What follows belongs to an exercise in optimizing a design on an open flow for small area, a short achievable clock period and few clock cycles; a production flow would make more cautious choices.
Only simulation tests tie the RTL to the original design; equivalence was not proved.
Power figures rest on the tool's default switching activity, not on a simulated workload.

==> flow/config.mk <==
export PLATFORM = sky130hd
export DESIGN_NAME = bit_packed_decoder
export DESIGN_NICKNAME = bit_packed_decoder
export VERILOG_FILES = /design/flow/design.v
export SDC_FILE = /design/flow/constraint.sdc
export NUM_CORES = 4
export LEC_CHECK = 0
export ABC_CLOCK_PERIOD_IN_PS = 5000
export CAP_MARGIN = 20
export CORE_MARGIN = 2
export CORE_UTILIZATION = 55
export SETUP_SLACK_MARGIN = 5
export SLEW_MARGIN = 20
==> flow/constraint.sdc <==
create_clock -name core_clock -period 12.0 [get_ports {clk}]
set_input_delay 2.4000 -clock core_clock [delete_from_list [all_inputs] [get_ports {clk}]]
set_output_delay 2.4000 -clock core_clock [all_outputs]
set_load 0.01 [all_outputs]
==> flow/design.v <==
module bit_packed_decoder (
    input  wire        clk,
    input  wire        rst,           
    input  wire        wr_en,
    input  wire [4:0]  wr_idx,
    input  wire [63:0] wr_data,
    output wire        wr_ready,
    input  wire [4:0]  rd_idx,
    output reg  [63:0] rd_data,
    output wire        mem_req,
    output wire [31:0] mem_addr,
    input  wire        mem_ack,
    input  wire [31:0] mem_rdata,
    input  wire        mem_err
);
    localparam [4:0] R_CMD    = 5'd0;
    localparam [4:0] R_STATUS = 5'd1;
    localparam [4:0] R_ARG0   = 5'd2;
    localparam [4:0] R_ARG1   = 5'd3;
    localparam [4:0] R_BASE   = 5'd4;
    localparam [4:0] R_TOTAL  = 5'd5;
    localparam [4:0] R_RES0   = 5'd6;
    localparam [4:0] R_RES1   = 5'd7;
    localparam [4:0] R_PARAM  = 5'd8;
    localparam [4:0] R_BLOCKN = 5'd9;
    localparam [63:0] PARAM_VAL  = 64'h0000_0000_0120_2020;
    localparam [63:0] BLOCKN_VAL = 64'd1024;
    localparam [3:0] OP_UNPACK  = 4'h1;
    localparam [3:0] OP_LOCATE  = 4'h2;
    localparam [3:0] OP_CHUNKAT = 4'h3;
    localparam [3:0] OP_GET     = 4'h4;
    localparam [2:0] E_NONE    = 3'd0;
    localparam [2:0] E_INDEX   = 3'd1;
    localparam [2:0] E_ILLEGAL = 3'd3;
    localparam [2:0] E_ADDR    = 3'd4;
    localparam [2:0] E_BUS     = 3'd5;
    reg [63:0] cmd_q, arg0_q, arg1_q, base_q, total_q;
    reg [53:0] res0_q;       
    reg [10:0] res1_q;       
    reg        busy_q, done_q;
    reg [2:0]  err_q;
    reg [36:0] ts_q, tc_q;   
    reg        hi_q;         
    reg        ck_q;         
    reg        second_q;     
    reg [31:1] w0_q;         
    assign wr_ready = !(wr_idx == R_CMD && busy_q);
    wire accept = wr_en && wr_idx == R_CMD && !busy_q;
    always @(*) begin
        case (rd_idx)
            R_CMD:    rd_data = cmd_q;
            R_STATUS: rd_data = {56'd0, 1'b0, err_q, 2'b00, done_q, busy_q};
            R_ARG0:   rd_data = arg0_q;
            R_ARG1:   rd_data = arg1_q;
            R_BASE:   rd_data = base_q;
            R_TOTAL:  rd_data = total_q;
            R_RES0:   rd_data = {10'd0, res0_q};
            R_RES1:   rd_data = {53'd0, res1_q};
            R_PARAM:  rd_data = PARAM_VAL;
            R_BLOCKN: rd_data = BLOCKN_VAL;
            default:  rd_data = 64'd0;
        endcase
    end
    wire [3:0] op = wr_data[3:0];
    wire       u  = wr_data[7];
    wire [7:0] w  = wr_data[15:8];
    wire [5:0] w6 = wr_data[13:8];
    wire w_ok    = (w >= 8'd1) && (w <= 8'd32);
    wire illegal = (wr_data[6:4] != 3'd0) || (wr_data[63:16] != 48'd0) ||
                   !((op == OP_LOCATE) ||
                     ((op == OP_UNPACK || op == OP_CHUNKAT || op == OP_GET) && w_ok));
    wire is_ck = (op == OP_CHUNKAT);
    wire        ck_now = busy_q && ck_q;
    wire [63:0] cmp_a  = ck_now ? {arg0_q[53:0], 10'd0} : arg0_q;
    wire        ge_cmp = (ck_now && arg0_q[63:54] != 10'd0) || (cmp_a >= total_q);
    wire        ge_n   = (arg0_q[63:10] != 54'd0);
    reg idx_err;
    always @(*) begin
        case (op)
            OP_UNPACK:  idx_err = !u && ge_n;
            OP_LOCATE,
            OP_GET:     idx_err = !u && ge_cmp;
            default:    idx_err = 1'b0;      
        endcase
    end
    wire [31:0] x     = (op == OP_UNPACK) ? arg1_q[31:0] : base_q[31:0];
    wire        x_big = (op == OP_UNPACK) ? (arg1_q[63:32] != 32'd0) : (base_q[63:32] != 32'd0);
    wire        m_big = is_ck ? (arg0_q[63:27] != 37'd0) : (arg0_q[63:37] != 27'd0);
    wire [36:0] m     = is_ck ? {arg0_q[26:0], 10'd0} : arg0_q[36:0];
    wire [43:0] p0 = {7'd0, w6[0] ? m : 37'd0} | {2'd0, w6[5] ? m : 37'd0, 5'd0};
    wire [43:0] p1 = {6'd0, w6[1] ? m : 37'd0, 1'd0};
    wire [43:0] p2 = {5'd0, w6[2] ? m : 37'd0, 2'd0};
    wire [43:0] p3 = {4'd0, w6[3] ? m : 37'd0, 3'd0};
    wire [43:0] p4 = {3'd0, w6[4] ? m : 37'd0, 4'd0};
    wire [43:0] px = {7'd0, x[31:0], 5'd0};
    wire [43:0] s1 = px ^ p0 ^ p1;
    wire [43:0] c1 = {(px & p0 | px & p1 | p0 & p1), 1'b0};
    wire [43:0] s2 = p2 ^ p3 ^ p4;
    wire [43:0] c2 = {(p2 & p3 | p2 & p4 | p3 & p4), 1'b0};
    wire [43:0] s3 = s1 ^ c1 ^ s2;
    wire [43:0] c3 = {(s1 & c1 | s1 & s2 | c1 & s2), 1'b0};
    wire [43:0] ts = s3 ^ c3 ^ c2;
    wire [43:0] tc = {(s3 & c3 | s3 & c2 | c3 & c2), 1'b0};
    wire t_hi = (ts[43:37] != 7'd0) || (tc[43:37] != 7'd0) ||
                x_big || m_big;
    wire [37:0] t    = {1'b0, ts_q} + {1'b0, tc_q};
    wire [31:0] addr = t[36:5];
    wire [4:0]  biw  = t[4:0];
    wire        ovf  = hi_q || t[37];
    wire [5:0]  pw   = cmd_q[13:8];
    wire        span = ({1'b0, biw} + pw) > 6'd32;
    wire rd_err = ovf || (span && addr == 32'hFFFF_FFFF);
    wire [6:0] ck_tail = {1'b0, addr[10:5]} + {1'b0, pw} + {6'd0, (addr[4:0] != 5'd0)};
    wire       ck_err  = ovf || (&addr[31:11] && ck_tail > 7'd64);
    wire [31:0] w0    = second_q ? {w0_q, 1'b0} : mem_rdata;
    wire [63:0] pair  = {mem_rdata, w0} >> biw;
    wire [31:0] fmask = (pw == 6'd32) ? 32'hFFFF_FFFF : ((32'd1 << pw) - 32'd1);
    wire [31:0] value = pair[31:0] & fmask;
    wire rd_busy = busy_q && !ck_q;
    assign mem_req  = rd_busy && (second_q || !rd_err);
    assign mem_addr = addr;
    wire [63:0] wd = wr_data & {64{!rst}};
    wire we_arg0  = wr_en && wr_idx == R_ARG0;
    wire we_arg1  = wr_en && wr_idx == R_ARG1;
    wire we_base  = wr_en && wr_idx == R_BASE;
    wire we_total = wr_en && wr_idx == R_TOTAL;
    always @(posedge clk) begin
        if (rst || accept)   cmd_q   <= wd;
        if (rst || we_arg0)  arg0_q  <= wd;
        if (rst || we_arg1)  arg1_q  <= wd;
        if (rst || we_base)  base_q  <= wd;
        if (rst || we_total) total_q <= wd;
    end
    wire acc_ok   = accept && !illegal && !idx_err;
    wire ck_done  = ck_now;                                
    wire ck_ierr  = !cmd_q[7] && ge_cmp;
    wire rd_fail  = rd_busy && !second_q && rd_err;        
    wire rd_ack   = mem_req && mem_ack;
    wire rd_first = rd_ack && !mem_err && span && !second_q;
    wire rd_last  = rd_ack && !mem_err && !rd_first;
    reg        res_we;
    reg [53:0] res0_d;
    reg [10:0] res1_d;
    always @(*) begin
        res_we = 1'b0;
        res0_d = {22'd0, value};
        res1_d = {10'd0, second_q};
        if (acc_ok && op == OP_LOCATE) begin
            res_we = 1'b1;
            res0_d = arg0_q[63:10];
            res1_d = {1'b0, arg0_q[9:0]};
        end else if (ck_done) begin
            res_we = !ck_ierr && !ck_err;
            res0_d = {22'd0, addr};
            res1_d = {pw, 5'd0};
        end else if (rd_last) begin
            res_we = 1'b1;
        end
    end
    always @(posedge clk) begin
        if (rst || res_we) begin
            res0_q <= res0_d & {54{!rst}};
            res1_q <= res1_d & {11{!rst}};
        end
    end
    always @(posedge clk) begin
        if (rst) begin
            busy_q <= 1'b0;
            done_q <= 1'b0;
            err_q  <= E_NONE;
        end else if (accept) begin
            done_q <= 1'b1;
            err_q  <= E_NONE;
            if (illegal)
                err_q <= E_ILLEGAL;
            else if (idx_err)
                err_q <= E_INDEX;
            else if (op != OP_LOCATE) begin
                done_q <= 1'b0;
                busy_q <= 1'b1;
            end
        end else if (ck_done) begin
            if (ck_ierr)
                err_q <= E_INDEX;
            else if (ck_err)
                err_q <= E_ADDR;
            done_q <= 1'b1;
            busy_q <= 1'b0;
        end else if (rd_fail) begin
            err_q  <= E_ADDR;
            done_q <= 1'b1;
            busy_q <= 1'b0;
        end else if (rd_ack) begin
            if (mem_err) begin
                err_q  <= E_BUS;
                done_q <= 1'b1;
                busy_q <= 1'b0;
            end else if (rd_last) begin
                done_q <= 1'b1;
                busy_q <= 1'b0;
            end
        end
    end
    always @(posedge clk) begin
        if (accept) begin
            ts_q     <= ts[36:0];
            tc_q     <= tc[36:0];
            hi_q     <= t_hi;
            ck_q     <= is_ck;
            second_q <= 1'b0;
        end else if (rd_first) begin
            ts_q     <= t[36:0];
            tc_q     <= 37'd32;
            second_q <= 1'b1;
            w0_q     <= mem_rdata[31:1];
        end
    end
endmodule
==> flow/run.sh <==
#!/bin/bash
# synth_recipe.tcl (not shown) runs the flow's synth.tcl, then flattens the netlist and writes it again
# the make line also repeats each setting of config.mk as NAME=value (left out here)
make -C /OpenROAD-flow-scripts/flow DESIGN_CONFIG=/design/flow/config.mk WORK_HOME=/design/flow/orfs CLKGATE_MAP_FILE= SYNTH_SCRIPT=/design/flow/synth_recipe.tcl finish
==> results of run 1 <==
==> power groups by stage <==
stage | combinational, uW | clock, uW | sequential (uW)
floorplan | 649 | 0 | 2100
global placement | 998 | 0 | 2160
detailed placement | 1020 | 0 | 2150
CTS | 1030 | 1570 | 2120
global route | 1160 | 1640 | 2130
finish | 1050 | 1580 | 2130
==> cell usage after synthesis, drive strengths merged, types with 11 or more instances <==
cell | n | area share
nor3 | 42 | 0.0062
mux4 | 13 | 0.0086
a21oi | 128 | 0.019
and3 | 44 | 0.0081
nor4 | 53 | 0.011
nand3 | 85 | 0.013
edfxtp | 488 | 0.43
mux2i | 159 | 0.047
clkbuf | 185 | 0.021
buf | 37 | 0.0048
xor2 | 17 | 0.0044
a22o | 14 | 0.0036
ha | 119 | 0.044
mux2 | 28 | 0.0093
nor2b | 85 | 0.016
xnor2 | 16 | 0.0041
nand4 | 35 | 0.0064
o21ai | 116 | 0.017
a222oi | 17 | 0.0050
and2 | 153 | 0.028
a31oi | 16 | 0.0029
a22oi | 179 | 0.040
a2111oi | 13 | 0.0034
fa | 145 | 0.085
a21o | 36 | 0.0080
o211ai | 16 | 0.0037
o21a | 16 | 0.0035
nand2 | 530 | 0.059
inv | 210 | 0.023
or2 | 11 | 0.0020
nor2 | 178 | 0.020
a211oi | 42 | 0.0096
==> per-layer routing <==
layer,share of wire,vias up,GRT usage
li1,-,12400,-
met1,0.39,13900,0.506
met2,0.45,1679,0.595
met3,0.11,344,0.0823
met4,0.055,8,0.171
met5,0.00040,-,0
==> cell type report <==
type | instances | area [sq um] | area share
multi-input cells | 2426 | 17800 | 0.455
flip-flops and latches | 494 | 14800 | 0.378
repair buffers | 302 | 3110 | 0.0796
clock buffers | 66 | 1370 | 0.0351
well taps | 790 | 988 | 0.0253
inverters | 211 | 796 | 0.0204
clock inverters | 28 | 246 | 0.00630
repair inverters | 1 | 5.00 | 0.000128
diodes | 2 | 5.00 | 0.000128
==> per-stage QoR <==
step / worst slack, ns / util / power, uW
2_1_floorplan: 4.09 / - / 2750
3_3_place_gp: 3.55 / 0.598 / 3150
3_5_place_dp: 3.50 / 0.598 / 3180
6_report: 5.02 / 0.637 / 4760
4_1_cts: 4.87 / 0.634 / 4730
5_1_grt: 4.98 / 0.637 / 4930
==> worst register-to-register path: cells and delay by family, from the launching register on <==
family          cells  cell delay, ns
compound gates      6            1.07
simple gates        4            1.53
fa+ha+maj           4            1.48
flops               1            0.37
buf+inv             4            0.77
xor+xnor            1            0.22
==> path summary, 6_finish.rpt <==
| path | endpoint | slack (ns) | depth (start not counted) |
|---|---|---|---|
| hold / removal | err_q[1] | 0.49 | 2 |
| setup reg to reg | res0_q[17] | 6.11 | 19 |
| setup / recovery | rd_data[4] | 5.02 | 10 |
| hold reg to reg | err_q[1] | 0.49 | 2 |
==> sequential cells by signal (all words and copies together), names as in the netlist, 33 cells and up <==
name	count
arg1_q	64
res0_q	54
tc_q	33
arg0_q	64
ts_q	37
total_q	64
base_q	64
cmd_q	64
==> cells by family (layout without fill, tap and decap cells) <==
family          Yosys count  in the layout  share of synthesized area
simple gates           1258           1259                      0.178
compound gates          670            670                      0.136
xor+xnor                 33             33                    0.00851
buf+inv                 433            608                     0.0487
flops                   494            494                      0.435
other cells               0              2                          0
mux                     200            200                     0.0648
fa+ha+maj               264            264                      0.129
==> what timing repair did <==
action | in CTS | in global routing
pin swaps | 15 | 9
setup buffers | 26 | 7
gates resized for setup | 94 | 35
endpoints found under the setup margin | 66 | 45
hold buffers | 0 | 0
cloned | 6 | 2
==> out/results.ini, run 1 <==
[synthesis]
synth-edff-count=488
synthDistinctLibCells=86
ys_ff_latch=494
yosys_warnings=1
netlist_area_sq_mm=0.0340
synth_ff_type=edfxtp_1
syn_avg_cell_area_sq_um=10.1
synthesis.instances=3352
seq_area_frac_synth=0.435
syn_nets=3727
synthArstFlopShare=0

[clock_tree]
clk_pin_slew_ns=0.07
cts_max_level=2
cts_buffers=52
cts_tree=yes
clock-root-buffer=clkbuf_16
clk_latency_ns=0.65
cts_buffer_depth=3
cts_num_sinks=494

[worst_setup_path]
path_common_cell=buf_12
cp-start-kind=input pin
cp.required_ns=9.60
rr_startpoint=ts_q[4]
crit_slowest_cell=or3_4
end_kind=output port
path_cells=clkdlybuf4s50_1 > or3_4 > nor3_4 > buf_12 > buf_12 > buf_16 > a22o_1 > a221oi_1 > nand3_1 > clkdlybuf4s15_1
startpoint=rd_idx[4]
critPathArrivalTime_ns=4.58
crit_family=buffers and inverters
criticalPathCategory=input pin to output port
worstPathMaxFanout=12
slowest_delay_ns=0.47
path_buf_inv=5

[sta]
final-hold-violation-count=0
fin_crit_sh=0.582
whs_ns=0.488
setup_viol_count_final=0
tns_ns=0
max_freq_mhz=143
rsz0062_at_grt=true
maxSlewHeadroom=0.224
worst_pin_slew_ns=1.16
finClkSkew_ns=0.0538
period_minus_slack_ns=6.98
drv_slew=0

[global_route]
grt_max_degree=80
antenna_found_initial=5
grt_pass1_vias=27600
overflow=0
grt.total_usage=0.379
grt_pass1_wl_mm=179

[power_and_ir_drop]
p_int_uw=3280
seqPwrFrac=0.447
power_frac_comb=0.221
leakagePower_uw=0.0163
vdd_drop_max_mv=0.157
switching_share=0.311
power_density_mw_per_mm2=122
p_switching_uw=1480
p_clk_frac=0.332

[placement]
io_buffers=208
gp_congestion=0.942
dp_hpwl_mm=85.7
place_inst=4182
placed_cell_area_sq_mm=0.0367

[floorplanning]
die_area_sq_mm=0.0637
core_area_sq_mm=0.0614
initial_core_util=0.553
row_count=91
die_h_um=252
pin_count=209
die_x_um=252

[routing]
drt_iter0_drc=3603
routed_wl_mm=123
wl_per_cell_um=28.5
vias_per_cell=6.56
vias=28400
first_pass_iters=8
antenna_left=0
drc=0

[cells_and_area]
fin_area_sq_mm=0.0391
fillCellCount=4958
syn2layout_area_growth_pct=15.2
layout_common_cells=nand2_1, edfxtp_1, inv_1
nets=3863
drive_gt1_frac=0.0805
final_cells=4320
layout_commonest_cell=nand2_1

[job]
drv_cap=0

[worst_hold_path]
min_path_type=flop to flop
min_from=err_q[1]

[status]
outcome=no timing/DRC/antenna violations

Testbench counts, summed over its fixed seeds: cycles 9,944.
==> run 2: changes to the inputs <==
==> flow/flow/run.sh (new file) <==
#!/bin/bash
# The standard layout, with timing repair aiming 6 ns below the clock period
# (the period and the constraints are unchanged).
set -euo pipefail
bash standard.sh SETUP_SLACK_MARGIN=6 finish > standard.log 2>&1
==> flow/standard.sh (new file) <==
#!/bin/bash
# synth_recipe.tcl (not shown) runs the flow's synth.tcl, then flattens the netlist and writes it again
# the make line also repeats each setting of config.mk as NAME=value (left out here)
make -C /OpenROAD-flow-scripts/flow DESIGN_CONFIG=/design/flow/config.mk WORK_HOME=/design/flow/orfs CLKGATE_MAP_FILE= SYNTH_SCRIPT=/design/flow/synth_recipe.tcl "${@:-finish}"
--- a/flow/config.mk
+++ b/flow/config.mk
@@ -9,5 +9,4 @@
 export CAP_MARGIN = 20
 export CORE_MARGIN = 2
 export CORE_UTILIZATION = 55
-export SETUP_SLACK_MARGIN = 5
 export SLEW_MARGIN = 20
removed: flow/run.sh
==> run 2 against run 1 <==
- first-iteration DRC count is 2.7% higher
- combinational power is 6% higher
- largest power group unchanged
- fmax is 8.2% higher
- final area is 6.8% higher
- still clean
- hold slack better by 0.027 ns
- clock skew is 0.0084 ns lower
- utilization is 4.3 points higher
- total power is 1.8% higher
- area after synthesis stayed put
- flip-flop and latch count stayed put
==> out/results.ini, run 2 <==
[synthesis]
syn_nets=3727
synth.most_common_cell=nand2_1
ys_ff_latch=494
synthDistinctLibCells=86
synthArstFlopShare=0
seq_area_frac_synth=0.435
synthesis.instances=3352
synth_top_area_frac=0.432
syn_avg_cell_area_sq_um=10.1
synth_top_area_cell=edfxtp_1
synth_ff_type=edfxtp_1
netlist_area_sq_mm=0.0340
synth-edff-count=488
netlist_top_cells_area=edfxtp_1, fa_1, nand2_1, mux2i_1, ha_1
synth_commonest_cells=nand2_1, edfxtp_1, inv_1, clkbuf_1, a22oi_1
yosys_warnings=1

[sta]
worst_pin_slew_ns=1.20
period_minus_slack_ns=6.45
final-hold-violation-count=0
rsz0062_at_grt=true
finClkSkew_ns=0.0453
maxSlewHeadroom=0.198
tns_ns=0
drv_slew=0
max_freq_mhz=155
fin_crit_sh=0.538
setup_viol_count_final=0

[cells_and_area]
final_util=0.680
syn2layout_area_growth_pct=23.0
final_cells=4422
fillCellCount=4633
drive_gt1_frac=0.180
nets=3962
layout_common_cells=nand2_1, edfxtp_1, inv_1
layout_commonest_cell=nand2_1
layout.area.seq_sq_mm=0.0148
multi_input_area_sq_mm=0.0190

[routing]
vias_per_cell=6.70
first_pass_iters=8
vias=29600
routed_wl_mm=130
drt_iter0_drc=3699
highest_layer=met5
antenna_left=0
drc=0
route.met3.wl_mm=15.3
drt-met1-wl_mm=47.6
wl_met2_mm=58.3
wl_per_cell_um=29.4

[clock_tree]
cts_hold_buf=0
cts_num_sinks=494
cts_tree=yes
clk_pin_slew_ns=0.07
clk_latency_ns=0.64
cts_max_level=2
cts_buffer_depth=3
cts_buffers=52
clock-root-buffer=clkbuf_16

[global_route]
grt.total_usage=0.403
overflow=0
grt_pass1_vias=28900
grt_pass1_wl_mm=189
antenna_found_initial=9
grt_max_degree=83

[worst_setup_path]
criticalPathCategory=input pin to output port
worstPathMaxFanout=5
end_kind=output port
rr_startpoint=ck_q
startpoint=rd_idx[4]
critPathArrivalTime_ns=4.05
cp-start-kind=input pin
cp.required_ns=9.60

[worst_hold_path]
min_path_type=flop to flop
min_from=err_q[0]

[placement]
io_buffers=208
place_inst=4178
gp_congestion=0.937
dp_hpwl_mm=85.5

[power_and_ir_drop]
vdd_drop_max_mv=0.161
leakagePower_uw=0.0172
power_density_mw_per_mm2=116

[status]
outcome=no timing/DRC/antenna violations

[floorplanning]
die_h_um=252
die_x_um=252
initial_core_util=0.553
die_area_sq_mm=0.0637
row_count=91
pin_count=209
core_area_sq_mm=0.0614

[job]
drv_cap=0

-- run 2: changes by cell type in the layout (fill, tap and decap cells not counted), sizes merged --
| cell | previous run | this run |
|---|---|---|
| clkinv | 23 | 18 |
| nor2 | 179 | 181 |
| clkdlybuf4s15 | 4 | 3 |
| bufbuf | 2 | 4 |
| dlygate4sd2 | 32 | 1 |
| inv | 211 | 215 |
| dlymetal6s2s | 22 | 2 |
| clkdlybuf4s50 | 146 | 128 |
| clkinvlp | 4 | 7 |
| buf | 91 | 258 |
| clkbuf | 71 | 69 |
| diode | 2 | 3 |
-- run 2: cells by family (layout without fill, tap and decap cells) --
family	count (synthesis)	count (layout)	synth area share
AOI/OAI and AO/OA	670	670	0.136
xor gates and xnor gates	33	33	0.00851
adders and majority gates	264	264	0.129
buffers and inverters	433	707	0.0487
DFF	494	494	0.435
muxes	200	200	0.0648
other	0	3	0
and+or+nand+nor	1258	1261	0.178
-- run 2: worst paths after layout --
check / to / slack (ns) / cells past startpoint
worst max-delay path: rd_data[3] / 5.55 / 10
worst min-delay path: err_q[0] / 0.52 / 2
worst max register to register: res0_q[11] / 6.32 / 17
worst min register to register: err_q[0] / 0.52 / 2
-- run 2: worst max-delay path: stages --
cell	delay (ns)
buf_8	0.10
or3_4	0.46
nor3_4	0.21
buf_4	0.16
buf_6	0.12
buf_16	0.14
buf_8	0.14
a22oi_2	0.06
nand3_2	0.13
buf_6	0.12
-- run 2: layer usage --
layer  up-vias  track usage
met3       473        0.102
met2      2048        0.628
li1      12600            -
met1     14500        0.522
met5         -            0
met4        14        0.212
-- run 2: power by group --
part           total [uW]  switching [uW]  internal, uW
combinational        1110             670           438
sequential           2140             122          2020
clock                1600             736           863
-- run 2: repair_timing --
| item | CTS | global route |
|---|---|---|
| endpoints found under the setup margin | 214 | 158 |
| gates cloned | 21 | 2 |
| gates resized for setup | 528 | 88 |
| pin swaps | 77 | 61 |
| setup buffers | 90 | 32 |
-- run 2: per-stage QoR --
| stage | cell area [sq um] | worst slack [ns] | total power [uW] | hold slack (ns) |
|---|---|---|---|---|
| after floorplan | 34600 | 4.09 | 2760 | 0.434 |
| after global placement | 37200 | 3.49 | 3170 | 0.484 |
| after detailed placement | 37200 | 3.40 | 3190 | 0.487 |
| after CTS | 41000 | 5.61 | 4800 | 0.498 |
| after global routing | 41700 | 5.53 | 5020 | 0.515 |
| final | 41800 | 5.55 | 4840 | 0.515 |
-- run 2: cell type report --
class / instances / share of cell area
multi-input cells: 2428 / 0.454
flip-flops and latches: 494 / 0.354
repair buffers: 400 / 0.110
clock buffers: 65 / 0.0328
well taps: 790 / 0.0237
inverters: 211 / 0.0191
clock inverters: 31 / 0.00650
diodes: 3 / 0.000180
==> run 3: changes to the inputs <==
--- a/flow/design.v
+++ b/flow/design.v
@@ -43,7 +43,6 @@
     reg        hi_q;         
     reg        ck_q;         
     reg        second_q;     
-    reg [31:1] w0_q;         
     assign wr_ready = !(wr_idx == R_CMD && busy_q);
     wire accept = wr_en && wr_idx == R_CMD && !busy_q;
     always @(*) begin
@@ -103,7 +102,8 @@
     wire [43:0] tc = {(s3 & c3 | s3 & c2 | c3 & c2), 1'b0};
     wire t_hi = (ts[43:37] != 7'd0) || (tc[43:37] != 7'd0) ||
                 x_big || m_big;
-    wire [37:0] t    = {1'b0, ts_q} + {1'b0, tc_q};
+    wire [36:0] tcx  = second_q ? 37'd32 : tc_q;       
+    wire [37:0] t    = {1'b0, ts_q} + {1'b0, tcx};
     wire [31:0] addr = t[36:5];
     wire [4:0]  biw  = t[4:0];
     wire        ovf  = hi_q || t[37];
@@ -112,7 +112,7 @@
     wire rd_err = ovf || (span && addr == 32'hFFFF_FFFF);
     wire [6:0] ck_tail = {1'b0, addr[10:5]} + {1'b0, pw} + {6'd0, (addr[4:0] != 5'd0)};
     wire       ck_err  = ovf || (&addr[31:11] && ck_tail > 7'd64);
-    wire [31:0] w0    = second_q ? {w0_q, 1'b0} : mem_rdata;
+    wire [31:0] w0    = second_q ? {tc_q[36:6], 1'b0} : mem_rdata;    
     wire [63:0] pair  = {mem_rdata, w0} >> biw;
     wire [31:0] fmask = (pw == 6'd32) ? 32'hFFFF_FFFF : ((32'd1 << pw) - 32'd1);
     wire [31:0] value = pair[31:0] & fmask;
@@ -209,10 +209,9 @@
             ck_q     <= is_ck;
             second_q <= 1'b0;
         end else if (rd_first) begin
-            ts_q     <= t[36:0];
-            tc_q     <= 37'd32;
-            second_q <= 1'b1;
-            w0_q     <= mem_rdata[31:1];
+            ts_q        <= t[36:0];
+            tc_q[36:6]  <= mem_rdata[31:1];
+            second_q    <= 1'b1;
         end
     end
 endmodule
==> flow/run.sh (new file) <==
#!/bin/bash
# synth_recipe.tcl (not shown) runs the flow's synth.tcl, then flattens the netlist and writes it again
# the make line also repeats each setting of config.mk as NAME=value (left out here)
make -C /OpenROAD-flow-scripts/flow DESIGN_CONFIG=/design/flow/config.mk WORK_HOME=/design/flow/orfs CLKGATE_MAP_FILE= SYNTH_SCRIPT=/design/flow/synth_recipe.tcl finish
--- a/flow/config.mk
+++ b/flow/config.mk
@@ -5,8 +5,8 @@
 export SDC_FILE = /design/flow/constraint.sdc
 export NUM_CORES = 4
 export LEC_CHECK = 0
-export ABC_CLOCK_PERIOD_IN_PS = 5000
 export CAP_MARGIN = 20
 export CORE_MARGIN = 2
-export CORE_UTILIZATION = 55
+export CORE_UTILIZATION = 65
+export SETUP_SLACK_MARGIN = 5
 export SLEW_MARGIN = 20
removed: flow/flow/run.sh
removed: flow/standard.sh
==> run 3 against run 2 <==
- largest power group unchanged
- clock skew decreased by 0.022 ns
- cell count decreased by 3.2%
- die area decreased by 17%
- total power decreased by 5.2%
- global-route usage increased by 5.9 points
- via count increased by 2.0%
==> out/results.ini, run 3 <==
[status]
outcome=no timing/DRC/antenna violations

[worst_setup_path]
critPathArrivalTime_ns=4.67
worstPathMaxFanout=13
criticalPathCategory=input pin to output port
cp.required_ns=9.60
cp-start-kind=input pin
end_kind=output port

[clock_tree]
cts_buffers=48
cts_tree=yes
clock-root-buffer=clkbuf_16
clk_latency_ns=0.62
cts_max_level=2
clk_pin_slew_ns=0.06
cts_hold_buf=0
cts_num_sinks=463
cts_buffer_depth=3

[synthesis]
synthArstFlopShare=0
syn_avg_cell_area_sq_um=9.73
synth_top_area_cell=edfxtp_1
netlist_top_cells_area=edfxtp_1, fa_1, nand2_1, ha_1, a22oi_1
synthesis.instances=3399
seq_area_frac_synth=0.418
synthDistinctLibCells=78
synth_commonest_cells=nand2_1, edfxtp_1, inv_1, clkbuf_1, nor2_1
syn_nets=3774
synth_top_area_frac=0.415
netlist_area_sq_mm=0.0331
synth_ff_type=edfxtp_1
synth.most_common_cell=nand2_1
yosys_warnings=1
ys_ff_latch=463
synth-edff-count=457

[cells_and_area]
fillCellCount=3263
layout_commonest_cell=nand2_1
drive_gt1_frac=0.0900
final_cells=4279
syn2layout_area_growth_pct=16.3
nets=3936
layout_common_cells=nand2_1, edfxtp_1, inv_1

[placement]
dp_hpwl_mm=83.6
place_ws_ns=3.78
place_inst=4120
gp_congestion=1.06
io_buffers=208

[routing]
vias=30200
antenna_left=0
drc=0
vias_per_cell=7.06
wl_per_cell_um=29.3
first_pass_iters=8
routed_wl_mm=125
drt_iter0_drc=5431

[global_route]
grt_pass1_vias=29600
grt_max_degree=88
antenna_found_initial=7
overflow=0
grt_pass1_wl_mm=182
grt.total_usage=0.463

[sta]
final-hold-violation-count=0
rsz0062_at_grt=true
final.setup.worst_slack_ns=4.93
maxSlewHeadroom=0.210
drv_slew=0
period_minus_slack_ns=7.07
worst_pin_slew_ns=1.18
setup_viol_count_final=0
max_freq_mhz=141
fin_crit_sh=0.590
whs_ns=0.520
finClkSkew_ns=0.0232
tns_ns=0

[floorplanning]
pin_count=209
die_h_um=230
core_area_sq_mm=0.0502
die_x_um=230
initial_core_util=0.659
die_area_sq_mm=0.0527
row_count=82

[job]
drv_cap=0

[worst_hold_path]
min_path_type=flop to flop

[power_and_ir_drop]
power_density_mw_per_mm2=119
leakagePower_uw=0.0159
total_power_uw=4590
vdd_drop_max_mv=0.204

## run 3: layout make-up
cell class,count,area [sq um],area share
diodes,7,17.5,0.000455
clock buffers,53,1240,0.0323
clock inverters,36,374,0.00972
inverters,218,822,0.0214
multi-input cells,2503,18000,0.467
flip-flops and latches,463,13800,0.360
well taps,672,841,0.0218
repair buffers,326,3380,0.0878
repair inverters,1,5.00,0.000130
## run 3: path summary, 6_finish.rpt
| kind | from | to | slack (ns) | depth (start not counted) |
|---|---|---|---|---|
| worst max-delay path | rd_idx[1] | rd_data[10] | 4.93 | 8 |
| worst min-delay path | err_q[0] | err_q[0] | 0.52 | 2 |
| worst max register to register | busy_q | res0_q[42] | 5.08 | 18 |
| worst min register to register | err_q[0] | err_q[0] | 0.52 | 2 |
## run 3: what timing repair did
action,CTS,global route
setup buffers,27,23
setup endpoints to repair,77,51
gates resized for setup,78,79
pin swaps,16,18
gates cloned,10,2
## run 3: kinds of logic (layout without fill, tap and decap cells)
family | Yosys count | after routing | synth area share
simple gates | 1384 | 1387 | 0.195
compound gates | 633 | 633 | 0.129
flops | 463 | 463 | 0.418
buf+inv | 436 | 634 | 0.0514
fa+ha+maj | 264 | 264 | 0.133
mux | 179 | 179 | 0.0623
xor+xnor | 40 | 40 | 0.0106
other cells | 0 | 7 | 0
## run 3: metal layers
layer | global-route usage | vias to the layer above | wire [um]
li1 | - | 12500 | -
met1 | 0.563 | 14300 | 41000
met2 | 0.734 | 2749 | 57100
met3 | 0.116 | 723 | 16700
met4 | 0.305 | 0 | 10700
met5 | 0 | - | 0
## run 3: worst max-delay path: stages
cell	delay (ns)
clkdlybuf4s18_2	0.41
nor2b_4	0.28
nand2_1	0.09
mux2_2	0.29
nor3_1	0.29
a221oi_1	0.09
nand3_1	0.23
clkdlybuf4s50_1	0.59
## run 3: per-stage QoR
stage	util	area (sq um)
after floorplan	-	33100
after global routing	0.767	38500
after global placement	0.711	35700
final	0.767	38500
after detailed placement	0.711	35700
after CTS	0.756	37900
## run 3: power by group
group          leakage (uW)  internal, uW  switching, uW
Clock              0.000776           883            695
Sequential          0.00450          1900            115
Combinational        0.0107           392            614
Total                0.0159          3170           1420
Testbench counts of run 3, summed over its fixed seeds: cycles 9,944.
==> run 4: changes to the inputs <==
==> flow/flow/run.sh (new file) <==
#!/bin/bash
# The standard layout, with two changes to how it is made (the period and
# the constraints are unchanged):
#  - every port still gets its own buffer, but a plain buf_1 rather than the
#    delay buffer the resizer picks by default;
#  - timing repair aims 5.5 ns below the clock period.
set -euo pipefail
bash standard.sh "BUFFER_PORTS_ARGS=-buffer_cell sky130_fd_sc_hd__buf_1" \
    SETUP_SLACK_MARGIN=5.5 finish > standard.log 2>&1
==> flow/standard.sh (new file) <==
#!/bin/bash
# synth_recipe.tcl (not shown) runs the flow's synth.tcl, then flattens the netlist and writes it again
# the make line also repeats each setting of config.mk as NAME=value (left out here)
make -C /OpenROAD-flow-scripts/flow DESIGN_CONFIG=/design/flow/config.mk WORK_HOME=/design/flow/orfs CLKGATE_MAP_FILE= SYNTH_SCRIPT=/design/flow/synth_recipe.tcl "${@:-finish}"
--- a/flow/config.mk
+++ b/flow/config.mk
@@ -8,5 +8,4 @@
 export CAP_MARGIN = 20
 export CORE_MARGIN = 2
 export CORE_UTILIZATION = 65
-export SETUP_SLACK_MARGIN = 5
 export SLEW_MARGIN = 20
removed: flow/run.sh
==> run 4 against run 3 <==
- still clean on timing, DRC and antenna
- total power is 1.6% lower
- area after synthesis stayed put
- clock power hardly changed
- first-iteration DRC count is 7.6% lower
- final area is 3.3% lower
- synthesized cell count stayed put
- global-route usage is 0.71 points lower
- die area stayed put
- register-to-register slack better by 0.67 ns
- setup slack better by 0.34 ns
- critical path type is now flop to output port
==> out/results.ini, run 4 <==
[synthesis]
synth_top_area_frac=0.415
synthDistinctLibCells=78
synthesis.instances=3399
yosys_warnings=1
seq_area_frac_synth=0.418
syn_avg_cell_area_sq_um=9.73
syn_nets=3774
synth-edff-count=457
synth_top_area_cell=edfxtp_1
netlist_top_cells_area=edfxtp_1, fa_1, nand2_1, ha_1, a22oi_1
netlist_area_sq_mm=0.0331
synth.most_common_cell=nand2_1
synthArstFlopShare=0
synth_ff_type=edfxtp_1
synth_commonest_cells=nand2_1, edfxtp_1, inv_1, clkbuf_1, nor2_1
ys_ff_latch=463

[sta]
max_freq_mhz=149
tns_ns=0
worst_pin_slew_ns=1.15
finClkSkew_ns=0.0317
setup_viol_count_final=0
rsz0062_at_grt=true
drv_slew=0
maxSlewHeadroom=0.231
fin_crit_sh=0.561
period_minus_slack_ns=6.73
final.setup.worst_slack_ns=5.27
final-hold-violation-count=0

[global_route]
grt_pass1_wl_mm=181
grt_use_met1=0.578
antenna_found_initial=4
grt_use_met3=0.0991
grt_max_degree=90
met2_usage=0.724
grt_pass1_vias=29100
grt.total_usage=0.456
overflow=0
grt-busiest-layer=met2

[floorplanning]
die_h_um=230
pin_count=209
die_x_um=230
core_area_sq_mm=0.0502
row_count=82
initial_core_util=0.659
die_area_sq_mm=0.0527

[power_and_ir_drop]
leakagePower_uw=0.0149
p_int_uw=3120
switching_share=0.310
seqPwrFrac=0.444
vdd_drop_max_mv=0.190
power_density_mw_per_mm2=122
p_switching_uw=1400
power_frac_comb=0.211
p_clk_frac=0.344

[placement]
placed_cell_area_sq_mm=0.0344
io_buffers=208
place_ws_ns=4.34
dp_hpwl_mm=83.2
gp_congestion=1.11

[routing]
routed_wl_mm=121
wl_per_cell_um=28.5
drt_iter0_drc=5020
drc=0
antenna_left=0
vias_per_cell=6.95
first_pass_iters=8
vias=29600

[cells_and_area]
fin_area_sq_mm=0.0372
layout_commonest_cell=nand2_1
nets=3926
layout.area.seq_sq_mm=0.0138
drive_gt1_frac=0.0995
syn2layout_area_growth_pct=12.5
diodes=0
final_util=0.741
multi_input_area_sq_mm=0.0181
fillCellCount=3536
layout_common_cells=nand2_1, edfxtp_1, inv_1

[clock_tree]
cts_num_sinks=463
clock-root-buffer=clkbuf_16
cts_tree=yes
cts_buffers=48
cts_buffer_depth=3
clk_pin_slew_ns=0.06
cts_hold_buf=0
clk_latency_ns=0.62
cts_max_level=2

[worst_setup_path]
worstPathMaxFanout=25
ff2ff_path_depth=18
critPathArrivalTime_ns=4.33
cp-start-kind=flop
end_kind=output port
criticalPathCategory=flop to output port
cp.required_ns=9.60
r2r_setup_slack_ns=5.75

[worst_hold_path]
min_path_type=flop to flop
hold_depth=2

[status]
outcome=no timing/DRC/antenna violations

[job]
drv_cap=0

[run 4: power groups by stage]
stage	clock network, uW	registers, uW	logic (uW)
finish	1560	2010	955
global route	1610	2010	1060
CTS	1550	2000	927
detailed placement	0	2030	908
global placement	0	2030	870
floorplan	0	1980	609
[run 4: timing repair]
action                                  in CTS  in global routing
gates cloned                                 7                  3
setup buffers                               38                  9
hold endpoints to repair                     0                  0
endpoints found under the setup margin     146                153
gates resized for setup                     82                 76
pin swaps                                   25                 19
[run 4: final timing paths]
check / startpoint / end
max: second_q / mem_req
min: err_q[1] / err_q[1]
max reg2reg: busy_q / res0_q[46]
min reg2reg: err_q[1] / err_q[1]
[run 4: metal layers]
metal / routed length, um / share of wire
met5: 61 / 0.00050
met2: 55300 / 0.46
met1: 41700 / 0.34
met3: 14900 / 0.12
met4: 9330 / 0.077
[run 4: logic make-up (layout without fill, tap and decap cells)]
| group | count (synthesis) | in the layout | share of synthesized area |
|---|---|---|---|
| buffers and inverters | 436 | 622 | 0.0514 |
| adders and majority gates | 264 | 264 | 0.133 |
| and+or+nand+nor | 1384 | 1388 | 0.195 |
| muxes | 179 | 179 | 0.0623 |
| AOI/OAI and AO/OA | 633 | 633 | 0.129 |
| xor gates and xnor gates | 40 | 40 | 0.0106 |
| DFF | 463 | 463 | 0.418 |
[run 4: stage by stage]
stage	hold WS (ns)	instances	power [uW]
detailed placement	0.481	4116	2940
finish	0.511	4261	4520
floorplan	0.434	3399	2580
CTS	0.503	4249	4480
global route	0.516	4261	4680
global placement	0.491	4116	2900
[run 4: critical path: stages (launching register included)]
cell and delay [ns]:
dfxtp_4 0.44, buf_16 0.18, nor2b_1 0.06, ha_1 0.38
a21oi_1 0.31, o21ai_1 0.29, a221oi_2 0.41, o21ai_0 0.18
nor2_2 0.22, xnor2_1 0.15, buf_4 0.17, and3_1 0.16
and4_4 0.33, a31oi_4 0.11, and2_4 0.19, buf_6 0.11
[run 4: area by class of cell]
| cell class | instances | area share |
|---|---|---|
| Multi-Input combinational cell | 2504 | 0.487 |
| Sequential cell | 463 | 0.372 |
| Timing Repair Buffer | 315 | 0.0522 |
| Clock buffer | 49 | 0.0324 |
| Tap cell | 672 | 0.0226 |
| Inverter | 218 | 0.0221 |
| Clock inverter | 39 | 0.0112 |
| Timing Repair inverter | 1 | 0.000135 |
==> run 5: changes to the inputs <==
--- a/flow/design.v
+++ b/flow/design.v
@@ -42,6 +42,7 @@
     reg [36:0] ts_q, tc_q;   
     reg        hi_q;         
     reg        ck_q;         
+    reg        ok_q;         
     reg        second_q;     
     assign wr_ready = !(wr_idx == R_CMD && busy_q);
     wire accept = wr_en && wr_idx == R_CMD && !busy_q;
@@ -102,6 +103,7 @@
     wire [43:0] tc = {(s3 & c3 | s3 & c2 | c3 & c2), 1'b0};
     wire t_hi = (ts[43:37] != 7'd0) || (tc[43:37] != 7'd0) ||
                 x_big || m_big;
+    wire t_safe = !t_hi && !ts[36] && !tc[36] && !(ts[35] && tc[35]);
     wire [36:0] tcx  = second_q ? 37'd32 : tc_q;       
     wire [37:0] t    = {1'b0, ts_q} + {1'b0, tcx};
     wire [31:0] addr = t[36:5];
@@ -117,7 +119,7 @@
     wire [31:0] fmask = (pw == 6'd32) ? 32'hFFFF_FFFF : ((32'd1 << pw) - 32'd1);
     wire [31:0] value = pair[31:0] & fmask;
     wire rd_busy = busy_q && !ck_q;
-    assign mem_req  = rd_busy && (second_q || !rd_err);
+    assign mem_req  = rd_busy && ok_q;
     assign mem_addr = addr;
     wire [63:0] wd = wr_data & {64{!rst}};
     wire we_arg0  = wr_en && wr_idx == R_ARG0;
@@ -134,7 +136,8 @@
     wire acc_ok   = accept && !illegal && !idx_err;
     wire ck_done  = ck_now;                                
     wire ck_ierr  = !cmd_q[7] && ge_cmp;
-    wire rd_fail  = rd_busy && !second_q && rd_err;        
+    wire rd_check = rd_busy && !ok_q;                      
+    wire rd_fail  = rd_check && rd_err;                    
     wire rd_ack   = mem_req && mem_ack;
     wire rd_first = rd_ack && !mem_err && span && !second_q;
     wire rd_last  = rd_ack && !mem_err && !rd_first;
@@ -207,7 +210,10 @@
             tc_q     <= tc[36:0];
             hi_q     <= t_hi;
             ck_q     <= is_ck;
+            ok_q     <= t_safe;
             second_q <= 1'b0;
+        end else if (rd_check) begin
+            ok_q     <= 1'b1;                    
         end else if (rd_first) begin
             ts_q        <= t[36:0];
             tc_q[36:6]  <= mem_rdata[31:1];
==> run 5 against run 4 <==
- sequential share of layout area grew 0.63 points
- hold slack got worse by 0.032 ns
- first-iteration DRC count decreased by 7.9%
- global-route usage decreased by 0.73 points
- final area down 1.5%
- count of clock-buffer cells in the layout grew 9
- critical path type is now input pin to output port
- critical endpoint is now rd_data[11]
- highest routed layer is now met4
==> out/results.ini, run 5 <==
[synthesis]
netlist_area_sq_mm=0.0331
syn_avg_cell_area_sq_um=9.79
ys_ff_latch=464
netlist_top_cells_area=edfxtp_1, fa_1, nand2_1, ha_1, mux2i_1
synth_top_area_frac=0.416
synth_commonest_cells=nand2_1, edfxtp_1, inv_1, clkbuf_1, a22oi_1
synthesis.instances=3377
synth.most_common_cell=nand2_1
seq_area_frac_synth=0.419
yosys_warnings=1
synthArstFlopShare=0
synth_top_area_cell=edfxtp_1
synthDistinctLibCells=81
syn_nets=3752
synth-edff-count=458
synth_ff_type=edfxtp_1

[routing]
drc=0
vias=29200
routed_wl_mm=120
antenna_left=0
first_pass_iters=9
wl_per_cell_um=28.5
drt_iter0_drc=4621
vias_per_cell=6.95

[cells_and_area]
nets=3861
drive_gt1_frac=0.0746
final_util=0.731
layout_commonest_cell=nand2_1
layout_common_cells=nand2_1, edfxtp_1, inv_1
fillCellCount=3588
final_cells=4201
syn2layout_area_growth_pct=10.8
fin_area_sq_mm=0.0367

[global_route]
grt_pass1_vias=28200
grt_pass1_wl_mm=177
antenna_found_initial=4
grt.total_usage=0.448
overflow=0
grt_max_degree=87

[clock_tree]
clk_latency_ns=0.63
cts_num_sinks=464
cts_buffers=49
clk_pin_slew_ns=0.07
cts_buffer_depth=3
cts_max_level=2
clock-root-buffer=clkbuf_16
cts_tree=yes
cts_hold_buf=0

[worst_setup_path]
slowest_delay_ns=0.46
criticalPathCategory=input pin to output port
cp-start-kind=input pin
end_kind=output port
path_buf_inv=4
critPathArrivalTime_ns=4.13
crit_slowest_cell=or3_4
path_common_cell=buf_1
crit_family=simple AND/OR/NAND/NOR gates
cp.required_ns=9.60
worstPathMaxFanout=23
path_cells=buf_1 > or3_4 > nor3_4 > buf_4 > buf_12 > a22oi_1 > nand3_2 > buf_1

[sta]
finClkSkew_ns=0.0402
drv_slew=0
fin_crit_sh=0.544
tns_ns=0
whs_ns=0.479
rsz0062_at_grt=true
max_freq_mhz=153
final-hold-violation-count=0
maxSlewHeadroom=0.231
setup_viol_count_final=0
worst_pin_slew_ns=1.15
period_minus_slack_ns=6.53

[placement]
gp_congestion=1.01
placed_cell_area_sq_mm=0.0344
io_buffers=208
place_inst=4083
dp_hpwl_mm=83.2

[power_and_ir_drop]
vdd_drop_max_mv=0.154
leakagePower_uw=0.0146
power_density_mw_per_mm2=127

[floorplanning]
core_area_sq_mm=0.0502
pin_count=209
row_count=82
initial_core_util=0.659
die_x_um=230
die_h_um=230
die_area_sq_mm=0.0527

[job]
drv_cap=0

[status]
outcome=no timing/DRC/antenna violations

[worst_hold_path]
min_path_type=flop to flop

-- run 5: cell types whose count changed in the layout (fill, tap and decap cells not counted), moves of 8 or more --
cell | previous run | this run
o211ai_1 | 22 | 11
and2_1 | 120 | 128
nand2_1 | 649 | 608
buf_1 | 185 | 202
nor3_1 | 48 | 59
buf_4 | 82 | 52
clkbuf_2 | 13 | 3
nor2_1 | 182 | 170
-- run 5: cells by family (layout without fill, tap and decap cells) --
kind of cell	after synthesis	count (layout)	synth area share
xor gates and xnor gates	39	39	0.0106
other	0	2	0
buffers and inverters	435	584	0.0499
adders and majority gates	264	264	0.133
DFF	464	464	0.419
and+or+nand+nor	1351	1352	0.192
muxes	183	183	0.0624
AOI/OAI and AO/OA	641	641	0.133
-- run 5: worst reg2reg max path, cell delays in order (launching register included) --
cell	delay [ns]
dfxtp_1	0.54
and2_4	0.58
buf_4	0.66
nand2_1	0.17
nand2_1	0.10
ha_1	0.26
a211oi_1	0.25
o21ai_0	0.16
o2111ai_1	0.16
a211oi_1	0.12
o31ai_1	0.46
nand3_1	0.33
a2111oi_1	0.73
and2_1	0.22
buf_4	0.32
a2111o_2	0.20
buf_6	0.52
-- run 5: power by group --
part           switching (uW)  total [uW]  internal, uW  leakage [uW]
clock                     695        1630           936      0.000823
combinational             636        1010           369       0.00930
sequential                115        2020          1900       0.00448
-- run 5: repair_timing --
action / 4_1_cts / 5_1_grt
pin swaps: 6 / 4
cloned: 5 / 2
endpoints found under the setup margin: 114 / 128
resized for setup: 34 / 28
buffers inserted: 11 / 6
-- run 5: worst paths after layout --
path                            cells after the start  startpoint  slack (ns)     endpoint
worst max register to register                     16      busy_q        5.72   res0_q[17]
worst min-delay path                                2    err_q[0]        0.48     err_q[0]
worst min register to register                      2    err_q[0]        0.48     err_q[0]
worst max-delay path                                8   rd_idx[2]        5.47  rd_data[11]
-- run 5: per-layer routing --
layer / global-route usage / routed length (um)
met3: 0.0942 / 14700
met1: 0.563 / 41100
met2: 0.726 / 55500
met5: 0 / 0
met4: 0.250 / 8510
-- run 5: layout make-up --
| cell class | count | area, sq um | share of cell area |
|---|---|---|---|
| clock buffer | 58 | 1300 | 0.0355 |
| clock inverter | 34 | 420 | 0.0115 |
| antenna | 2 | 5.00 | 0.000137 |
| inverter | 212 | 800 | 0.0218 |
| timing repair inverter | 1 | 5.00 | 0.000137 |
| multi-input combinational | 2479 | 17900 | 0.487 |
| timing repair buffer | 279 | 1560 | 0.0425 |
| tap | 672 | 841 | 0.0229 |
| sequential | 464 | 13900 | 0.379 |
-- run 5: stage by stage --
| step | setup slack [ns] | total power [uW] |
|---|---|---|
| final | 5.47 | 4650 |
| after global routing | 5.30 | 4810 |
| after CTS | 5.51 | 4610 |
| after detailed placement | 4.46 | 3010 |
| after global placement | 4.76 | 2970 |
| after floorplan | 4.28 | 2640 |
Testbench counts of run 5, summed over its fixed seeds: cycles 9,944.
==> run 6: changes to the inputs <==
--- a/flow/config.mk
+++ b/flow/config.mk
@@ -8,4 +8,5 @@
 export CAP_MARGIN = 20
 export CORE_MARGIN = 2
 export CORE_UTILIZATION = 65
+export CTS_BUF_LIST = sky130_fd_sc_hd__clkbuf_2 sky130_fd_sc_hd__clkbuf_4 sky130_fd_sc_hd__clkbuf_8
 export SLEW_MARGIN = 20
==> run 6 against run 5 <==
- count of clock-buffer cells in the layout up 43
- largest cell class unchanged
- cell count up 1.2%
- clock power down 3%
==> out/results.ini, run 6 <==
[synthesis]
synth_top_family_by_area=simple AND/OR/NAND/NOR gates
seq_area_frac_synth=0.419
synth-edff-count=458
syn_nets=3752
synthArstFlopShare=0
netlist_top_cells_area=edfxtp_1, fa_1, nand2_1, ha_1, mux2i_1
synth_commonest_cells=nand2_1, edfxtp_1, inv_1, clkbuf_1, a22oi_1
syn_avg_cell_area_sq_um=9.79
synthMuxAreaShare=0.0624
synthDistinctLibCells=81
synthesis.instances=3377
synth-simple-area-share=0.192
netlist_area_sq_mm=0.0331
yosys.area_share.adder=0.133
ys_ff_latch=464
synth-compound-area-share=0.133
synth_top_area_frac=0.416
yosys_warnings=1
synth.most_common_cell=nand2_1
synth_ff_type=edfxtp_1
synth_xor_area_frac=0.0106
synth_top_area_cell=edfxtp_1

[clock_tree]
clk_pin_slew_ns=0.06
cts_buffers=79
cts_tree=yes
cts_num_sinks=464
cts_buffer_depth=3
cts_hold_buf=0
clock-root-buffer=clkbuf_8
cts_max_level=3
clk_latency_ns=0.73

[global_route]
grt_pass1_vias=28400
grt_pass1_wl_mm=177
grt.total_usage=0.450
grt_max_degree=87
overflow=0
antenna_found_initial=4

[sta]
rsz0062_at_grt=true
final-hold-violation-count=0
fin_crit_sh=0.545
tns_ns=0
worst_pin_slew_ns=1.14
maxSlewHeadroom=0.242
finClkSkew_ns=0.0335
whs_ns=0.475
drv_slew=0
max_freq_mhz=153
setup_viol_count_final=0
period_minus_slack_ns=6.53

[worst_setup_path]
criticalPathCategory=input pin to output port
reg2reg_to=res0_q[26]
worstPathMaxFanout=37
cp.required_ns=9.60
cp-start-kind=input pin
end_kind=output port
r2r_setup_slack_ns=5.74
rr_startpoint=busy_q
ff2ff_path_depth=16
critPathArrivalTime_ns=4.13

[cells_and_area]
fin_area_sq_mm=0.0367
final_util=0.731
layout_commonest_cell=nand2_1
layout_common_cells=nand2_1, edfxtp_1, inv_1
layout.area.seq_sq_mm=0.0139
fillCellCount=3605
nets=3891
final_cells=4252
multi_input_area_sq_mm=0.0179
drive_gt1_frac=0.0892
syn2layout_area_growth_pct=10.9

[worst_hold_path]
min_from=err_q[0]
hold_depth=2
hold_end=err_q[0]
min_path_type=flop to flop

[power_and_ir_drop]
vdd_drop_max_mv=0.150
power_density_mw_per_mm2=126
leakagePower_uw=0.0147

[routing]
vias_per_cell=6.91
drt_iter0_drc=4816
vias=29400
wl_per_cell_um=28.1
antenna_left=0
drc=0
first_pass_iters=9
routed_wl_mm=120

[job]
drv_cap=0

[floorplanning]
die_h_um=230
initial_core_util=0.659
die_area_sq_mm=0.0527
die_x_um=230
pin_count=209
core_area_sq_mm=0.0502
row_count=82

[placement]
io_buffers=208
place_inst=4083
gp_congestion=1.01
dp_hpwl_mm=83.2
placed_cell_area_sq_mm=0.0344

[status]
outcome=no timing/DRC/antenna violations

-- run 6: cell counts after synthesis --
Identical to the previous run, type by type.
-- run 6: power by group --
part	internal, uW	switching (uW)	leakage [uW]
combinational	372	638	0.00930
sequential	1900	115	0.00448
clock	858	724	0.000888
total	3130	1480	0.0147
-- run 6: critical path, stage by stage --
cell,delay (ns)
buf_1,0.12
nor2_1,0.12
nand2_1,0.26
nor3_2,0.29
buf_6,0.38
a22oi_1,0.17
nand3_1,0.18
buf_1,0.18
-- run 6: timing repair --
item / in CTS / in global routing
resized for setup: 37 / 38
setup endpoints to repair: 86 / 129
gates cloned: 6 / 0
pin swaps: 5 / 6
setup buffers: 7 / 11
-- run 6: cell families after synthesis --
family          Yosys count
xor+xnor                 39
compound gates          641
fa+ha+maj               264
mux                     183
flops                   464
buf+inv                 435
simple gates           1351
-- run 6: cell type report --
cell class | count | area share
diodes | 4 | 0.000273
multi-input cells | 2479 | 0.488
repair buffers | 279 | 0.0427
clock inverters | 40 | 0.0114
inverters | 212 | 0.0218
well taps | 672 | 0.0229
clock buffers | 101 | 0.0347
flip-flops and latches | 464 | 0.378
repair inverters | 1 | 0.000136
-- run 6: per-stage QoR --
| stage | setup WS [ns] | total power (uW) |
|---|---|---|
| 2_1_floorplan | 4.28 | 2640 |
| 4_1_cts | 5.51 | 4560 |
| 3_3_place_gp | 4.76 | 2970 |
| 5_1_grt | 5.44 | 4780 |
| 6_report | 5.47 | 4610 |
| 3_5_place_dp | 4.46 | 3010 |
-- run 6: worst max path at each step --
stage,depth (start not counted),start,slack [ns],to
floorplan,3,wr_idx[3],4.28,arg1_q[0]
global placement,16,wr_data[2],4.76,ok_q
detailed placement,16,wr_data[2],4.46,ok_q
CTS,11,second_q,5.51,mem_addr[26]
global route,8,rd_idx[3],5.44,rd_data[32]
finish,8,rd_idx[4],5.47,rd_data[32]
-- run 6: routing by layer --
metal	wire [um]	part of all wire	up-vias	GRT usage
met3	14900	0.12	561	0.110
met1	41100	0.34	14000	0.564
met5	0	0	-	0
met4	8830	0.074	0	0.261
li1	-	-	12400	-
met2	54700	0.46	2390	0.716
==> run 7: changes to the inputs <==
--- a/flow/config.mk
+++ b/flow/config.mk
@@ -8,5 +8,7 @@
 export CAP_MARGIN = 20
 export CORE_MARGIN = 2
 export CORE_UTILIZATION = 65
-export CTS_BUF_LIST = sky130_fd_sc_hd__clkbuf_2 sky130_fd_sc_hd__clkbuf_4 sky130_fd_sc_hd__clkbuf_8
+export CTS_BUF_LIST = sky130_fd_sc_hd__clkbuf_4 sky130_fd_sc_hd__clkbuf_8
+export CTS_CLUSTER_DIAMETER = 60
+export CTS_CLUSTER_SIZE = 10
 export SLEW_MARGIN = 20
==> run 7 against run 6 <==
- fmax is 0.87% higher
- via count fell by 0.82%
- clock skew is 0.0086 ns higher
==> out/results.ini, run 7 <==
[status]
outcome=no timing/DRC/antenna violations

[routing]
routed_wl_mm=118
wl_per_cell_um=28.2
drt_iter0_drc=5008
vias_per_cell=6.94
antenna_left=0
first_pass_iters=13
vias=29100
drc=0

[power_and_ir_drop]
total_power_uw=4130
leakagePower_uw=0.0143
power_density_mw_per_mm2=115
vdd_drop_max_mv=0.157

[worst_setup_path]
cp-start-kind=input pin
end_kind=output port
r2r_setup_slack_ns=5.73
crit_family=simple AND/OR/NAND/NOR gates
path_cells=buf_1 > or3_4 > nor3_4 > buf_4 > buf_12 > a22oi_1 > nand3_2 > buf_1
slowest_delay_ns=0.46
cp.required_ns=9.60
critPathArrivalTime_ns=4.08
rr_startpoint=busy_q
worstPathMaxFanout=23
ff2ff_path_depth=16
criticalPathCategory=input pin to output port
crit_slowest_cell=or3_4
path_buf_inv=4
reg2reg_to=res0_q[38]
path_common_cell=buf_1

[cells_and_area]
drive_gt1_frac=0.0775
nets=3867
layout_common_cells=nand2_1, edfxtp_1, inv_1
layout_commonest_cell=nand2_1
syn2layout_area_growth_pct=8.61
fillCellCount=3742

[global_route]
overflow=0
grt.total_usage=0.444
grt_pass1_wl_mm=175
grt_pass1_vias=28000
antenna_found_initial=4
grt_max_degree=87

[synthesis]
synth-compound-area-share=0.133
syn_nets=3752
netlist_top_cells_area=edfxtp_1, fa_1, nand2_1, ha_1, mux2i_1
synth_top_area_cell=edfxtp_1
synth_top_area_frac=0.416
synth_ff_type=edfxtp_1
synthMuxAreaShare=0.0624
synthArstFlopShare=0
yosys.area_share.adder=0.133
yosys_warnings=1
synth_top_family_by_area=simple AND/OR/NAND/NOR gates
synthDistinctLibCells=81
synth.most_common_cell=nand2_1
synth_xor_area_frac=0.0106
seq_area_frac_synth=0.419
synth-edff-count=458
netlist_area_sq_mm=0.0331
synth-simple-area-share=0.192
ys_ff_latch=464
syn_avg_cell_area_sq_um=9.79
synthesis.instances=3377
synth_commonest_cells=nand2_1, edfxtp_1, inv_1, clkbuf_1, a22oi_1

[clock_tree]
cts_buffer_depth=3
cts_tree=yes
cts_buffers=55
cts_hold_buf=0
clk_latency_ns=0.70
clk_pin_slew_ns=0.08
clock-root-buffer=clkbuf_8
cts_max_level=2
cts_num_sinks=464

[placement]
gp_congestion=1.01
io_buffers=208
dp_hpwl_mm=83.2

[sta]
finClkSkew_ns=0.0422
worst_pin_slew_ns=1.15
rsz0062_at_grt=true
setup_viol_count_final=0
max_freq_mhz=154
fin_crit_sh=0.540
tns_ns=0
drv_slew=0
period_minus_slack_ns=6.48
maxSlewHeadroom=0.233
final-hold-violation-count=0

[floorplanning]
die_area_sq_mm=0.0527
core_area_sq_mm=0.0502
die_h_um=230
pin_count=209
row_count=82
die_x_um=230
initial_core_util=0.659

[worst_hold_path]
hold_depth=2
hold_end=err_q[0]
min_from=err_q[0]
min_path_type=flop to flop

[job]
drv_cap=0

==> run 7: changes by cell type in the layout (fill, tap and decap cells not counted), sizes merged <==
cell / delta
buf: +1
bufbuf: -1
bufinv: -6
clkbuf: -25
clkinv: -23
clkinvlp: +1
diode: -1
inv: -2
==> run 7: layer usage <==
layer  up-vias  global-route usage  part of all wire
met4         0               0.252             0.073
met1     13900               0.564              0.34
met2      2353               0.710              0.46
met3       536              0.0929              0.13
li1      12300                   -                 -
met5         -                   0                 0
==> run 7: worst max path at each step <==
| stage | from | cells after the start | slack (ns) | end |
|---|---|---|---|---|
| after floorplan | wr_idx[3] | 3 | 4.28 | arg1_q[0] |
| after global placement | wr_data[2] | 16 | 4.76 | ok_q |
| after detailed placement | wr_data[2] | 16 | 4.46 | ok_q |
| after CTS | second_q | 12 | 5.50 | mem_addr[29] |
| after global routing | wr_data[2] | 17 | 5.36 | ok_q |
| final | rd_idx[2] | 8 | 5.52 | rd_data[11] |
==> run 7: repair_timing <==
item / 4_1_cts / 5_1_grt
cloned: 5 / 1
setup endpoints to repair: 85 / 103
setup buffers: 8 / 10
resized for setup: 36 / 27
pin swaps: 6 / 7
==> run 7: power by group <==
part	switching [uW]	total, uW	internal, uW
logic	634	1000	368
registers	113	2010	1900
clock network	604	1120	515
total	1350	4130	2780
==> run 7: logic make-up after synthesis <==
kind of cell | Yosys count
fa+ha+maj | 264
simple gates | 1351
flops | 464
compound gates | 641
mux | 183
xor+xnor | 39
buf+inv | 435
==> run 7: final cells by class <==
| type | instances | area, sq um | share of cell area |
|---|---|---|---|
| timing repair buffer | 279 | 1520 | 0.0423 |
| antenna | 3 | 7.51 | 0.000209 |
| clock buffer | 76 | 915 | 0.0255 |
| multi-input combinational | 2479 | 17900 | 0.497 |
| tap | 672 | 841 | 0.0234 |
| inverter | 212 | 800 | 0.0223 |
| timing repair inverter | 1 | 5.00 | 0.000139 |
| sequential | 464 | 13900 | 0.386 |
| clock inverter | 10 | 106 | 0.00296 |
==> run 7: stage by stage <==
| step | hold WS [ns] | std cells | utilization | cell area, sq um | worst slack, ns |
|---|---|---|---|---|---|
| after floorplan | 0.428 | 3377 | - | 33100 | 4.28 |
| after global placement | 0.455 | 4083 | 0.685 | 34400 | 4.76 |
| after detailed placement | 0.456 | 4083 | 0.685 | 34400 | 4.46 |
| after CTS | 0.474 | 4182 | 0.712 | 35700 | 5.50 |
| after global routing | 0.487 | 4193 | 0.716 | 35900 | 5.36 |
| final | 0.476 | 4196 | 0.716 | 35900 | 5.52 |
==> run 7: worst min-delay path: cells and delay by family (launching register included) <==
kind             cells  cell delay (ns)
flip-flops           1             0.32
AND/OR/NAND/NOR      1             0.05
multiplexers         1             0.06

## static timing again, ports no longer ideal
The results above use ideal ports. As a check the final layouts listed here were re-extracted and re-timed, cells and wires unchanged. Step 1: set_driving_cell puts a clkbuf_16 on clk and a buf_2 on each other input, an assumption about the parent block. Step 2 adds t to the input delays and takes it off the output delays; t is the mean of the earliest and latest rising clock arrival at the registers after step 1. Input paths then give back, and output paths get back, about the clock's delay inside the block. Three values: no drivers, after step 1, after step 2; two values: the first two.
run	t (ns)	setup slack, ns	hold WS [ns]	latest minus earliest clock arrival (ns)
run 1	0.685	5.019 / 4.996 / 4.480	0.488 / 0.488 / 0.488	0.054 / 0.053
run 2	0.685	5.546 / 5.496 / 5.319	0.515 / 0.515 / 0.515	0.046 / 0.046
run 3	0.678	4.925 / 4.845 / 4.392	0.520 / 0.520 / 0.520	0.023 / 0.023
run 4	0.673	5.267 / 5.203 / 5.031	0.511 / 0.511 / 0.511	0.033 / 0.032
run 5	0.673	5.474 / 5.413 / 4.913	0.479 / 0.479 / 0.479	0.040 / 0.040
run 6	0.766	5.466 / 5.404 / 4.856	0.475 / 0.475 / 0.475	0.034 / 0.035
run 7	0.732	5.522 / 5.459 / 4.853	0.476 / 0.476 / 0.476	0.043 / 0.043
After both steps every run listed still meets setup and hold. The setup slack of run 7, which loses most, moves by -0.063 ns with the drivers and by -0.669 ns with both steps.
